This is an optimization exercise on Yosys and OpenROAD, whose aim is small area, not a production implementation.
Only simulation tests tie the RTL to the original design; equivalence was not proved.
Power is estimated from default activity; no workload was simulated.

## ltc_rx
module ltc_rx (
    input  wire        clk,
    input  wire        rst,             
    input  wire        flush,           
    input  wire        in_valid,
    input  wire [7:0]  in_data,
    input  wire        in_last,         
    output reg         ev_valid,
    output wire [1:0]  ev_cmd,
    output wire [3:0]  ev_ch,
    output wire [1:0]  ev_pri,
    output wire [7:0]  ev_seq,
    output wire [8:0]  ev_len,
    output wire [31:0] ev_freq,
    output wire [7:0]  ev_tx_power,
    output wire [31:0] ev_tx_count,
    output wire [31:0] ev_rx_count,
    output wire [15:0] ev_crc_count,
    output wire [39:0] ev_ack_frame,
    output wire [15:0] st_frames_rx,
    output wire [15:0] st_crc_errors,
    output wire [15:0] st_framing_errors,
    output wire [15:0] st_acks_sent,
    output wire [15:0] st_rx_out_of_order,
    output wire [15:0] st_nacks_received
);
    localparam [1:0] CMD_DATA   = 2'd0;
    localparam [1:0] CMD_ACK    = 2'd1;
    localparam [1:0] CMD_NACK   = 2'd2;
    localparam [1:0] ACK_PRIORITY = 2'd1;    
    reg        in_seg;           
    reg        fresh;            
    reg [9:0]  cnt;              
    reg [15:0] crc;              
    reg [7:0]  hdr_packed;       
    reg [7:0]  hdr_seq;          
    reg [7:0]  pl [0:14];        
    wire byte_in = in_valid && !flush;
    wire is_sync = (in_data == 8'h00);
    wire seg_end   = byte_in && is_sync && in_seg;
    wire seg_grow  = byte_in && !is_sync && in_seg;
    wire len_ok    = !fresh && !cnt[9];
    wire crc_ok    = (crc == 16'h0000);
    wire frame_ok  = seg_end && len_ok && crc_ok;
    wire frame_bad = seg_end && !(len_ok && crc_ok);
    wire long_seg  = !fresh && !cnt[9] && (cnt[8] || cnt[7:0] >= 8'd251);
    wire overflow  = seg_grow && in_last && long_seg;
    wire [1:0] f_cmd = hdr_packed[1:0];
    wire [15:0] crc_next;
    ltc_crc16_byte u_crc (.crc_in(crc), .data(in_data), .crc_out(crc_next));
    wire [15:0] crc_sync;
    ltc_crc16_byte u_crc0 (.crc_in(16'hFFFF), .data(8'h00), .crc_out(crc_sync));
    wire cap = byte_in && !is_sync;
    wire clr = byte_in && is_sync;
    wire [8:0] plen = cnt[8:0];
    wire inc_freq = (plen < 9'd4);
    wire inc_txp  = (plen < 9'd5);
    wire inc_txc  = (plen < 9'd9);
    wire inc_rxc  = (plen < 9'd13);
    wire inc_crcc = (plen < 9'd15);
  ...
Size in the first run: ~300 I/O pins, ~9300 µm² of cells after synthesis.
Settings: LEC_CHECK=0, CAP_MARGIN=0, CORE_MARGIN=2, CORE_UTILIZATION=65, GPL_TIMING_DRIVEN=0, PLACE_DENSITY=0.75, SLEW_MARGIN=0; clock period 5.0 ns.
standard.sh (not shown) runs the stock make flow with config.mk's settings and CLKGATE_MAP_FILE= SYNTH_SCRIPT=/design/flow/synth_recipe.tcl, a recipe that flattens the netlist after the stock synthesis.
==> flow/flow/run.sh <==
#!/bin/bash
# The standard layout (standard.sh) with these changes:
# - synthesis maps the combinational logic with an area-oriented ABC script,
#   and leaves adders to ABC instead of mapping them to adder cells first;
# - buffers left by synthesis are removed before the ports are buffered;
# - every port is buffered by the smallest buffer;
# - a clock tree of small buffers without dummy loads.
# Each tool's log is in orfs/logs/; make's output is in standard.log.
set -euo pipefail
here=$PWD
export AREA_ABC_SCRIPT=$here/flow/area.abc
export ADDER_MAP_FILE=
export BUFFER_PORTS_ARGS="-outputs -buffer_cell sky130_fd_sc_hd__buf_1"
export CTS_ARGS="-sink_clustering_enable -repair_clock_nets -dont_use_dummy_load -buf_list sky130_fd_sc_hd__clkbuf_4 -sink_clustering_size 10 -sink_clustering_max_diameter 40"
export PRE_GLOBAL_PLACE_TCL=$here/flow/pre_gpl.tcl
sed "s#SYNTH_SCRIPT=[^ ]*#SYNTH_SCRIPT=$here/flow/my_synth.tcl#" standard.sh > my_standard.sh
grep -q "SYNTH_SCRIPT=$here/flow/my_synth.tcl" my_standard.sh
bash my_standard.sh > standard.log 2>&1
==> flow/flow/area.abc <==
strash
&get -n
&fraig -x
&put
scorr
dc2
strash
dch -f
dc2
&get -n
&dch -f
&nf -R 1000 -p -a -F 8 -A 4
&put
topo
stime -c
dnsize -c
==> flow/flow/my_synth.tcl <==
# The standard flow's synthesis script (synth_recipe.tcl), with ABC's combinational
# mapping run from an area-oriented script (flow/area.abc). Registers are
# mapped before ABC runs, so they are the same as the standard synthesis's.
proc synth {args} { yosys synth -nofsm -noshare {*}$args }
proc abc {args} {
  set i [lsearch -exact $args -script]
  if {$i >= 0} {
    set args [lreplace $args [expr {$i+1}] [expr {$i+1}] $::env(AREA_ABC_SCRIPT)]
  }
  yosys abc {*}$args
}
source $::env(SCRIPTS_DIR)/synth.tcl
# left out here: clear keep_hierarchy, flatten, clean up, hide names made inside functions, write 1_2_yosys.v
==> flow/flow/pre_gpl.tcl <==
remove_buffers
buffer_ports -inputs -buffer_cell sky130_fd_sc_hd__buf_2
The baseline completed without violations.
Change:
--- a/flow/flow/run.sh
+++ b/flow/flow/run.sh
@@ -12,3 +12,3 @@
 export ADDER_MAP_FILE=
-export BUFFER_PORTS_ARGS="-outputs -buffer_cell sky130_fd_sc_hd__buf_1"
+export BUFFER_PORTS_ARGS="-buffer_cell sky130_fd_sc_hd__buf_1"
 export CTS_ARGS="-sink_clustering_enable -repair_clock_nets -dont_use_dummy_load -buf_list sky130_fd_sc_hd__clkbuf_4 -sink_clustering_size 10 -sink_clustering_max_diameter 40"
==> flow/flow/area.abc (replaced) <==
strash
&get -n
&fraig -x
&put
scorr
dc2
strash
&get -n
&dch -f
&nf -R 1000 -p -F 8 -A 4 -E 100
&put
topo
stime -c
dnsize -c
==> flow/flow/pre_gpl.tcl (replaced) <==
remove_buffers
The new run finished with timing, DRC and antenna clean.
Clock power rose by 9.7%.
First-iteration DRC count rose by 30%.
Synthesized area rose by 0.85%.
Wire length rose by 8.1%.
Change:
--- a/flow/flow/run.sh
+++ b/flow/flow/run.sh
@@ -12,3 +12,3 @@
 export ADDER_MAP_FILE=
-export BUFFER_PORTS_ARGS="-buffer_cell sky130_fd_sc_hd__buf_1"
+export BUFFER_PORTS_ARGS="-outputs -buffer_cell sky130_fd_sc_hd__buf_1"
 export CTS_ARGS="-sink_clustering_enable -repair_clock_nets -dont_use_dummy_load -buf_list sky130_fd_sc_hd__clkbuf_4 -sink_clustering_size 10 -sink_clustering_max_diameter 40"
==> flow/flow/area.abc (replaced) <==
strash
&get -n
&fraig -x
&put
scorr
dc2
strash
dch -f
dc2
&get -n
&dch -f
&nf -R 1000 -p -a -F 8 -A 4
&put
topo
stime -c
dnsize -c
==> flow/flow/pre_gpl.tcl (replaced) <==
remove_buffers
buffer_ports -inputs -buffer_cell sky130_fd_sc_hd__buf_4
What happened: The new run passed the timing, DRC and antenna checks; synthesized cell count went down by 1.1%; core utilization is about the same; first-iteration DRC count is lower by 26%; wire length shrinks by 5.0%; cell area shrinks by 0.46%; area after synthesis fell by 0.84%.
Change:
--- a/flow/flow/run.sh
+++ b/flow/flow/run.sh
@@ -5,3 +5,4 @@
 # - buffers left by synthesis are removed before the ports are buffered;
-# - every port is buffered by the smallest buffer;
+# - every output port is buffered by the smallest buffer, every input port
+#   by a buf_2 (flow/pre_gpl.tcl);
 # - a clock tree of small buffers without dummy loads.
==> flow/flow/pre_gpl.tcl (replaced) <==
remove_buffers
buffer_ports -inputs -buffer_cell sky130_fd_sc_hd__buf_2
What happened:
- utilization falls by 0.41 points
- sequential power stays flat
- hold slack is better by 0.014 ns

## v14
The RTL this note starts from:
==> flow/design.v <==
module ltc_crc16_byte (
    input  wire [15:0] crc_in,
    input  wire [7:0]  data,
    output reg  [15:0] crc_out
);
    integer i;
    reg [15:0] c;
    always @(*) begin
        c = crc_in ^ {data, 8'h00};
        for (i = 0; i < 8; i = i + 1) begin
            if (c[15])
                c = {c[14:0], 1'b0} ^ 16'h1021;
            else
                c = {c[14:0], 1'b0};
        end
        crc_out = c;
    end
endmodule
module ltc_sat_counter #(
    parameter W = 16
) (
    input  wire         clk,
    input  wire         rst,
    input  wire         inc,
    output reg  [W-1:0] count
);
    always @(posedge clk) begin
        if (rst)
            count <= {W{1'b0}};
        else if (inc && count != {W{1'b1}})
            count <= count + 1'b1;
    end
endmodule
module ltc_rx (
    input  wire        clk,
    input  wire        rst,             
    input  wire        flush,           
    input  wire        in_valid,
    input  wire [7:0]  in_data,
    input  wire        in_last,         
    output reg         ev_valid,
    output wire [1:0]  ev_cmd,
    output wire [3:0]  ev_ch,
    output wire [1:0]  ev_pri,
    output wire [7:0]  ev_seq,
    output wire [8:0]  ev_len,
    output wire [31:0] ev_freq,
    output wire [7:0]  ev_tx_power,
    output wire [31:0] ev_tx_count,
    output wire [31:0] ev_rx_count,
    output wire [15:0] ev_crc_count,
    output wire [39:0] ev_ack_frame,
    output wire [15:0] st_frames_rx,
    output wire [15:0] st_crc_errors,
    output wire [15:0] st_framing_errors,
    output wire [15:0] st_acks_sent,
    output wire [15:0] st_rx_out_of_order,
    output wire [15:0] st_nacks_received
);
    localparam [1:0] CMD_DATA   = 2'd0;
    localparam [1:0] CMD_ACK    = 2'd1;
    localparam [1:0] CMD_NACK   = 2'd2;
    localparam [1:0] ACK_PRIORITY = 2'd1;    
    reg        in_seg;           
    reg        fresh;            
    reg [9:0]  cnt;              
    reg [15:0] crc;              
    reg [7:0]  hdr_packed;       
    reg [7:0]  hdr_seq;          
    reg [7:0]  pl [0:14];        
    wire byte_in = in_valid && !flush;
    wire is_sync = (in_data == 8'h00);
    wire seg_end   = byte_in && is_sync && in_seg;
    wire seg_grow  = byte_in && !is_sync && in_seg;
    wire len_ok    = !fresh && !cnt[9];
    wire crc_ok    = (crc == 16'h0000);
    wire frame_ok  = seg_end && len_ok && crc_ok;
    wire frame_bad = seg_end && !(len_ok && crc_ok);
    wire long_seg  = !fresh && !cnt[9] && (cnt[8] || cnt[7:0] >= 8'd251);
    wire overflow  = seg_grow && in_last && long_seg;
    wire [1:0] f_cmd = hdr_packed[1:0];
    wire [15:0] crc_next;
    ltc_crc16_byte u_crc (.crc_in(crc), .data(in_data), .crc_out(crc_next));
    wire [15:0] crc_sync;
    ltc_crc16_byte u_crc0 (.crc_in(16'hFFFF), .data(8'h00), .crc_out(crc_sync));
    wire cap = byte_in && !is_sync;
    wire clr = byte_in && is_sync;
    wire [8:0] plen = cnt[8:0];
    wire inc_freq = (plen < 9'd4);
    wire inc_txp  = (plen < 9'd5);
    wire inc_txc  = (plen < 9'd9);
    wire inc_rxc  = (plen < 9'd13);
    wire inc_crcc = (plen < 9'd15);
    reg  [14:0] pl_inc;
    always @(*) begin
        pl_inc[3:0]   = {4{inc_freq}};
        pl_inc[4]     = inc_txp;
        pl_inc[8:5]   = {4{inc_txc}};
        pl_inc[12:9]  = {4{inc_rxc}};
        pl_inc[14:13] = {2{inc_crcc}};
    end
    integer k;
    always @(posedge clk) begin
        if (rst || flush)
            in_seg <= 1'b0;
        else if (byte_in) begin
            if (is_sync)
                in_seg <= 1'b1;
            else if (overflow)
                in_seg <= 1'b0;
        end
        if (byte_in) begin
            fresh <= is_sync;
            crc   <= is_sync ? crc_sync : crc_next;
        end
        if (cap)
            cnt <= fresh ? -10'sd3 : cnt + 10'd1;
        if (cap && fresh)
            hdr_packed <= in_data;
        if (cap && !fresh && cnt == -10'sd3)
            hdr_seq <= in_data;
        for (k = 0; k < 15; k = k + 1)
            if ((cap && !fresh && cnt == k[9:0] - 10'd2) || (clr && pl_inc[k]))
                pl[k] <= in_data;
    end
    always @(posedge clk) begin
        if (rst)
            ev_valid <= 1'b0;
        else
            ev_valid <= frame_ok;
    end
    assign ev_cmd = f_cmd;
    assign ev_ch  = hdr_packed[7:4];
    assign ev_pri = hdr_packed[3:2];
    assign ev_seq = hdr_seq;
    assign ev_len = cnt[8:0];
    assign ev_freq      = {pl[0], pl[1], pl[2], pl[3]};
    assign ev_tx_power  = pl[4];
    assign ev_tx_count  = {pl[5], pl[6], pl[7], pl[8]};
    assign ev_rx_count  = {pl[9], pl[10], pl[11], pl[12]};
    assign ev_crc_count = {pl[13], pl[14]};
    wire [7:0]  ack_packed = {hdr_packed[7:4], ACK_PRIORITY, CMD_ACK};
    wire [15:0] ack_c1, ack_c2;
    ltc_crc16_byte u_ack1 (.crc_in(crc_sync), .data(ack_packed), .crc_out(ack_c1));
    ltc_crc16_byte u_ack2 (.crc_in(ack_c1),   .data(hdr_seq),    .crc_out(ack_c2));
    assign ev_ack_frame = {8'h00, ack_packed, hdr_seq, ack_c2};
    wire [15:0] st_data_frames;
    ltc_sat_counter #(.W(16)) u_frames_rx (
        .clk(clk), .rst(rst), .inc(frame_ok), .count(st_frames_rx));
    ltc_sat_counter #(.W(16)) u_crc_errors (
        .clk(clk), .rst(rst), .inc(frame_bad), .count(st_crc_errors));
    ltc_sat_counter #(.W(16)) u_framing_errors (
        .clk(clk), .rst(rst), .inc(overflow), .count(st_framing_errors));
    ltc_sat_counter #(.W(16)) u_data_frames (
        .clk(clk), .rst(rst), .inc(frame_ok && f_cmd == CMD_DATA), .count(st_data_frames));
    ltc_sat_counter #(.W(16)) u_nacks_received (
        .clk(clk), .rst(rst), .inc(frame_ok && f_cmd == CMD_NACK), .count(st_nacks_received));
    assign st_acks_sent       = st_data_frames;
    assign st_rx_out_of_order = st_data_frames;
endmodule
Settings: LEC_CHECK=0, CAP_MARGIN=20, CORE_MARGIN=2, CORE_UTILIZATION=40, CTS_BUF_LIST=sky130_fd_sc_hd__clkbuf_4, SLEW_MARGIN=20; clock period 5.0 ns.
run.sh (not shown) runs the stock make flow with config.mk's settings and CLKGATE_MAP_FILE= SYNTH_SCRIPT=/design/flow/synth_recipe.tcl, a recipe that flattens the netlist after the stock synthesis.
Stock flow here: none of the scripts above is used.
v14: done, clean on timing, DRC and antenna
The following lists how v17 was set up differently from v14:
==> flow/flow/run.sh (new file) <==
#!/bin/bash
# Standard layout, with every port buffered by the smallest buffer.
export BUFFER_PORTS_ARGS="-buffer_cell sky130_fd_sc_hd__buf_1"
bash standard.sh > standard.log 2>&1
==> flow/standard.sh (new file) <==
#!/bin/bash
# synth_recipe.tcl (not shown) runs the flow's synth.tcl, then flattens the netlist and writes it again
# the make line also repeats each setting of config.mk as NAME=value (left out here)
make -C /OpenROAD-flow-scripts/flow DESIGN_CONFIG=/design/flow/config.mk WORK_HOME=/design/flow/orfs CLKGATE_MAP_FILE= SYNTH_SCRIPT=/design/flow/synth_recipe.tcl "${@:-finish}"
diff --git a/flow/config.mk b/flow/config.mk
--- a/flow/config.mk
+++ b/flow/config.mk
@@ -11 +10,0 @@
-export CTS_BUF_LIST = sky130_fd_sc_hd__clkbuf_4
removed: flow/run.sh
Results
- From v14 to v17 the numbers moved as follows: power up 0.094 mW, clock skew after layout down 0.049 ns, total met2 wirelength after detailed routing down 710 µm.
- Comparing v14 against v17, there is no change at all in sum of overflow across all layers after global routing.
- v14 ended up with more cell instances than v17 did.
- v17 ended up with pl[2][6] as its endpoint of the worst setup timing path; v14 ended up with ev_ack_frame[6].
- Looking at post-route core utilization, v17 sits 7.0 points below v14.
- Looking at total clock network power, v17 sits above v14.
Changes in v32 relative to v17:
==> flow/run.sh (new file) <==
#!/bin/bash
# synth_recipe.tcl (not shown) runs the flow's synth.tcl, then flattens the netlist and writes it again
# the make line also repeats each setting of config.mk as NAME=value (left out here)
make -C /OpenROAD-flow-scripts/flow DESIGN_CONFIG=/design/flow/config.mk WORK_HOME=/design/flow/orfs CLKGATE_MAP_FILE= SYNTH_SCRIPT=/design/flow/synth_recipe.tcl finish
removed: flow/flow/run.sh
removed: flow/standard.sh
Results
Cmp v32 vs v17: sequential share of layout area lower in v32
u_data_frames.count[14] as the end point of the critical path was reported by v32, and pl[2][6] by v17.
Of the two candidates, v17 has the better setup slack and v32 the worse one.
Relative to v17, the final period utilization of v32 is higher by 3.1 points.
Source-to-sink clock delay at the later pin of the worst-skew pair delta (v17 -> v32): insignificant

==> what the ideal ports hide <==
The flow's constraints put no driver on any port. The routed layouts listed below were extracted and timed again, unchanged, in two steps.
Step 1, drivers: a clkbuf_16 drives clk and a buf_2 each remaining input, both assumed.
Step 2 also shifts input and output timing later by t, the mid clock arrival at the registers, as if the neighbouring blocks saw the same clock.
a / b / c = ideal / step 1 / step 2; a / b = the first two.
run	t (ns)	slack for setup (ns)	worst data-port slew with drivers (ns)
the first run of note 1	0.685	1.477 / 1.493 / 0.807	0.04
the second run of note 1	0.629	0.274 / 0.289 / -0.340	0.03
the third run of note 1	0.623	1.464 / 1.482 / 0.858	0.05
the fourth run of note 1	0.685	1.477 / 1.493 / 0.807	0.04
v14	0.688	1.520 / 1.474 / 1.038	0.07
v17	0.571	1.761 / 1.786 / 1.215	0.07
v32	0.579	1.606 / 1.582 / 1.051	0.07
Met with ideal ports but missed after step 2: setup timing in the second run of note 1.
